Source: an optimization exercise on an open RTL-to-GDS flow (aim: small area, a short achievable clock period and few clock cycles). Production flows keep margins and buffers that such runs may drop.
The RTL was checked by simulation tests, not by an equivalence proof against the original design.

==> inputs of 10-08 <==
Design rs_dec16, start of the top module:
module rs_dec16 (
    input  wire       clk,
    input  wire       rst,
    input  wire       in_valid,
    input  wire [7:0] in_data,
    input  wire       in_last,
    output wire       in_ready,
    output reg        corr_valid,
    output reg  [7:0] corr_pos,
    output reg  [7:0] corr_val,
    output reg        done,
    output reg  [3:0] done_nerr,
    output reg        done_fail
);
==> flow/config.mk <==
export PLATFORM = sky130hd
export DESIGN_NAME = rs_dec16
export DESIGN_NICKNAME = rs_dec16
export VERILOG_FILES = /design/flow/design.v
export SDC_FILE = /design/flow/constraint.sdc
export NUM_CORES = 4
export LEC_CHECK = 0
export CAP_MARGIN = 20
export CORE_MARGIN = 2
export CORE_UTILIZATION = 40
export CTS_CLUSTER_DIAMETER = 65
export CTS_CLUSTER_SIZE = 28
export SLEW_MARGIN = 20
==> flow/constraint.sdc <==
create_clock -name core_clock -period 15.0 [get_ports {clk}]
set_input_delay 3.0000 -clock core_clock [delete_from_list [all_inputs] [get_ports {clk}]]
set_output_delay 3.0000 -clock core_clock [all_outputs]
set_load 0.01 [all_outputs]
standard.sh (not shown) runs the stock make flow with config.mk's settings and CLKGATE_MAP_FILE= SYNTH_SCRIPT=/design/flow/synth_recipe.tcl, a recipe that flattens the netlist after the stock synthesis.
==> flow/flow/run.sh <==
#!/bin/bash
# The standard layout (standard.sh), with one change: the port buffers
# that global placement inserts are buf_2 cells instead of the default pick,
# a slow delay cell (clkdlybuf4s50_1) that ends every output path.
# Each step's full output goes to a log file in this folder.
set -euo pipefail
export BUFFER_PORTS_ARGS="-buffer_cell sky130_fd_sc_hd__buf_2"
bash standard.sh synth > synth.log 2>&1
bash standard.sh finish > layout.log 2>&1
==> 05-17: changes against 10-08 <==
--- a/flow/design.v
+++ b/flow/design.v
@@ -152,18 +152,16 @@
     assign in_ready = in_rdy;
     reg  [127:0] syn_nx;
     always @* begin
         for (k = 0; k < 16; k = k + 1)
             syn_nx[8*k +: 8] = (cnt == 8'd0 ? 8'h00 : gf_mulc(syn[8*k +: 8], apos(k + 1))) ^ id;
     end
-    localparam I_IDLE = 0, I_SETUP = 1, I_LOOP = 2, I_DRAIN = 3, I_OMEGA = 4,
-               I_OMDR = 5, I_WAIT = 6;
-    localparam [6:0] B_IDLE  = 7'b0000001, B_SETUP = 7'b0000010, B_LOOP = 7'b0000100,
-                     B_DRAIN = 7'b0001000, B_OMEGA = 7'b0010000, B_OMDR = 7'b0100000,
-                     B_WAIT  = 7'b1000000;
-    reg  [6:0]   bst;
+    localparam [2:0] B_IDLE = 3'd0, B_SETUP = 3'd1, B_LOOP = 3'd2, B_DRAIN = 3'd3,
+                     B_OMEGA = 3'd4, B_OMDR = 3'd5, B_WAIT = 3'd6;
+    reg  [2:0]   bst;
+    reg          sq;                   
     reg  [127:0] sb;                   
     reg  [63:0]  lam;                  
     reg  [63:0]  bb;                   
     reg          b0;                   
     reg  [7:0]   dlc;                  
     reg  [7:0]   ginv;                 
@@ -196,21 +194,21 @@
     reg          cb;
     reg          p1v, p1imm, p1fail, p1root, p1last;
     reg  [11:0]  p1lo;                 
     reg  [7:0]   p1os;
     reg          p2corr, p2done, p2fail;
     reg  [3:0]   p2nerr;
-    reg  [7:0]   p2inv, p2os;
+    reg  [7:0]   p2inv, p2os, p2pos;
     wire       f_inv  = p1v && !p1imm && p1root;
     wire [7:0] inv_o  = cinv_b(f_inv ? p1lo : ba);
     wire [3:0] r2   = cr + {3'd0, p1root};
     wire       bad2 = cb || (p1root && p1lo[11:4] == 8'h00);
     wire       fin  = p1v && (p1imm || p1last || bad2 || (p1root && r2 == cL));
-    wire bm_idle = bst[I_IDLE];
+    wire bm_idle = (bst == B_IDLE);
     wire ch_idle = !cbusy && !p1v;
-    wire ch_take = bst[I_WAIT] && ch_idle;
+    wire ch_take = (bst == B_WAIT) && (ch_idle || fin);
     wire take = in_valid && in_rdy;
     wire proc = iv && (!il || bm_idle);
     wire hand = iv && il && bm_idle;
     wire v_nx = take || (iv && !proc);
     wire l_nx = take ? in_last : il;
     wire bm_idle_nx = (bm_idle && !hand) || ch_take;
@@ -228,18 +226,26 @@
         if (rst) begin
             in_rdy <= 1'b1;
             iv     <= 1'b0;
             cnt    <= 8'd0;
         end
     end
-    wire [127:0] lam16  = {56'h0, lam, 8'h01};
-    wire [127:0] bb16   = {56'h0, bb, 7'd0, b0};
-    wire [7:0]   rd_lam = lam16[8*bj +: 8];
-    wire [7:0]   rd_bb  = bb16[8*bj +: 8];
-    wire [7:0]   s_m    = sb[8*sidx +: 8];
-    wire [7:0] m1      = gf_mul(cc, rq);
+    reg  [7:0] rd_lam, rd_bb, s_m;
+    always @* begin
+        rd_lam = 8'h01;
+        rd_bb  = {7'd0, b0};
+        for (k = 1; k < 9; k = k + 1)
+            if (bj == k) begin
+                rd_lam = lam[8*(k-1) +: 8];
+                rd_bb  = bb[8*(k-1) +: 8];
+            end
+        s_m = 8'h00;
+        for (k = 0; k < 16; k = k + 1)
+            if (sidx == k) s_m = sb[8*k +: 8];
+    end
+    wire [7:0] m1      = gf_mul(sq ? acc : cc, sq ? from_c(ginv) : rq);
     wire [7:0] lam_new = rp ^ m1;
     wire [7:0] acc_nx = (mclr ? 8'h00 : acc) ^ gf_mul(mop, ms);
     wire       dnz    = (acc != 8'h00);
     wire       lchg   = dnz && ble;
     wire [3:0] bl_nx  = lchg ? blc : bl;
     always @(posedge clk) begin
@@ -250,19 +256,20 @@
             ginv <= inv_o;
             gok  <= 1'b1;
         end
         begin
             mv  <= 1'b0;
             mwr <= 1'b0;
+            sq  <= 1'b0;
             if (mv) begin
                 acc <= acc_nx;
                 if (mwr)
                     bb <= {bb[55:0], acc_nx};    
             end
-            case (1'b1)
-            bst[I_IDLE]: begin
+            case (bst)
+            B_IDLE: begin
                 if (hand) begin
                     sb    <= syn_nx;
                     acc   <= syn_nx[7:0];
                     lam   <= 64'h0;
                     bb    <= 64'h0;
                     b0    <= 1'b1;
@@ -275,22 +282,23 @@
                     blc   <= 4'd1;
                     ble   <= 1'b1;
                     bov   <= 1'b0;
                     sidx  <= 4'd1;
                     bnpos <= cnt;
                     bst   <= B_SETUP;
-                    cc    <= syn_nx[7:0];
-                    rq    <= 8'h01;
+                    sq    <= 1'b1;
                 end
             end
-            bst[I_SETUP]: begin
+            B_SETUP: begin
                 bfail <= 1'b0;
                 bzero <= 1'b0;
                 if (br == 4'd1 && sbz) begin
                     bzero <= 1'b1;
                     bst   <= B_WAIT;
+                end else if (!gok) begin
+                    sq    <= 1'b1;
                 end else if (lchg && bov) begin
                     bfail <= 1'b1;
                     bst   <= B_WAIT;
                 end else begin
                     cc  <= m1;
                     lcr <= lchg;
@@ -324,22 +332,21 @@
                     if (!lchg && bl == 4'd0) begin
                         sidx <= br + 4'd2;
                         if (br == 4'd15) begin
                             bzero <= 1'b1;
                             bst   <= B_WAIT;
                         end else begin
-                            cc    <= s_m;
-                            rq    <= from_c(ginv);
+                            sq    <= 1'b1;
                         end
                     end else begin
                         sidx <= br;
                         bst  <= B_LOOP;
                     end
                 end
             end
-            bst[I_LOOP]: begin
+            B_LOOP: begin
                 for (k = 1; k < 9; k = k + 1)
                     if (bw == k) lam[8*(k-1) +: 8] <= lam_new;
                 mop  <= lam_new;
                 ms   <= s_m;
                 mclr <= 1'b0;
                 mv   <= (br != 4'd0);
@@ -357,21 +364,18 @@
                         bst  <= B_OMEGA;
                     end else begin
                         bst  <= B_DRAIN;
                     end
                 end
             end
-            bst[I_DRAIN]: begin
-                if (gok) begin
-                    sidx <= br + 4'd1;
-                    cc   <= mv ? acc_nx : acc;
-                    rq   <= from_c(ginv);
-                    bst  <= B_SETUP;
-                end
+            B_DRAIN: begin
+                sidx <= br + 4'd1;
+                bst  <= B_SETUP;
+                sq   <= 1'b1;
             end
-            bst[I_OMEGA]: begin
+            B_OMEGA: begin
                 mop  <= rd_lam;
                 ms   <= s_m;
                 mclr <= (bj == 4'd0);
                 mwr  <= (bj == oi);
                 mv   <= 1'b1;
                 if (bj == oi) begin
@@ -381,23 +385,24 @@
                     if (oi == 4'd0) bst <= B_OMDR;
                 end else begin
                     bj   <= bj + 4'd1;
                     sidx <= sidx - 4'd1;
                 end
             end
-            bst[I_OMDR]: begin
+            B_OMDR: begin
                 bst <= B_WAIT;
             end
-            bst[I_WAIT]: begin
+            B_WAIT: begin
                 if (ch_take) bst <= B_IDLE;
             end
             default: bst <= B_IDLE;
             endcase
         end
         if (rst) begin
-            bst   <= B_IDLE;
+            bst <= B_IDLE;
+            sq  <= 1'b0;
             mv  <= 1'b0;
             mwr <= 1'b0;
         end
     end
     reg [7:0] lam_sum, lam_odd, om_sum;
     always @* begin
@@ -448,12 +453,13 @@
             p1os   <= to_c(om_sum);
             p2corr <= p1v && !p1imm && p1root;
             p2done <= fin;
             p2fail <= p1imm ? p1fail : (bad2 || r2 != cL);
             p2nerr <= p1imm ? 4'd0 : cL;
             p2inv  <= inv_o;
+            p2pos  <= cpos + 8'd1;           
             p2os   <= p1os;
         end
         if (rst) begin
             cbusy  <= 1'b0;
             p1v    <= 1'b0;
             p2corr <= 1'b0;
@@ -464,12 +470,12 @@
         corr_valid <= p2corr;
         done       <= p2done;
         if (rst) begin
             corr_valid <= 1'b0;
             done       <= 1'b0;
         end
-        corr_pos  <= cpos + 8'd2;
+        corr_pos  <= p2pos;
         corr_val  <= from_c(cm(p2os, p2inv));
         done_nerr <= p2nerr;
         done_fail <= p2fail;
     end
 endmodule
Settings changed: CTS_CLUSTER_DIAMETER 65 to default, CTS_CLUSTER_SIZE 28 to default.
==> 09-06: changes against 10-08 <==
--- a/flow/design.v
+++ b/flow/design.v
@@ -205,13 +205,14 @@
     wire [3:0] r2   = cr + {3'd0, p1root};
     wire       bad2 = cb || (p1root && p1lo[11:4] == 8'h00);
     wire       fin  = p1v && (p1imm || p1last || bad2 || (p1root && r2 == cL));
     wire bm_idle = bst[I_IDLE];
     wire ch_idle = !cbusy && !p1v;
     wire ch_take = bst[I_WAIT] && ch_idle;
-    wire take = in_valid && in_rdy;
+    wire rdy  = !(iv && il) || bm_idle;
+    wire take = in_valid && rdy;
     wire proc = iv && (!il || bm_idle);
     wire hand = iv && il && bm_idle;
     wire v_nx = take || (iv && !proc);
     wire l_nx = take ? in_last : il;
     wire bm_idle_nx = (bm_idle && !hand) || ch_take;
     always @(posedge clk) begin
==> notes <==
Of 10-08 and 09-06, 09-06 has the higher maximum frequency (gap 0.69%, measured against 09-06). Global-route usage: 10-08 < 09-06 < 05-17. In 10-08 the die area is lower than in 05-17, by about 5%. The highest first-iteration DRC count belongs to 05-17, the lowest to 09-06. Via count: 05-17 > 09-06 > 10-08. In sequential cell count, 09-06 and 10-08 do not differ.
Testbench counts of 10-08, summed over its fixed seeds: cycles 42,328.
Testbench counts of 05-17, summed over its fixed seeds: cycles 42,265.
Testbench counts of 09-06, summed over its fixed seeds: cycles 42,328.

re-timing with driven ports:
The results above use ideal ports. As a check the final layouts listed here were re-extracted and re-timed, cells and wires unchanged. Step 1, drivers: a clkbuf_16 drives clk and a buf_2 each remaining input, both assumed. Step 2 moves the port delays by t, midway between the first and last clock arrival at a register: inputs arrive t later, outputs are due t later. That takes back most of the time a late clock gives input paths. Three values: ideal, step 1, step 2; two values: the first two.
run | t, ns | setup slack, ns | slew at the worst register clock pin (ns)
10-08 | 0.754 | 10.793 / 10.724 / 10.946 | 0.10 / 0.10
05-17 | 0.724 | 10.215 / 10.215 / 10.215 | 0.06 / 0.06
09-06 | 0.768 | 10.822 / 10.750 / 11.024 | 0.10 / 0.10
After both steps every run listed still meets setup and hold.
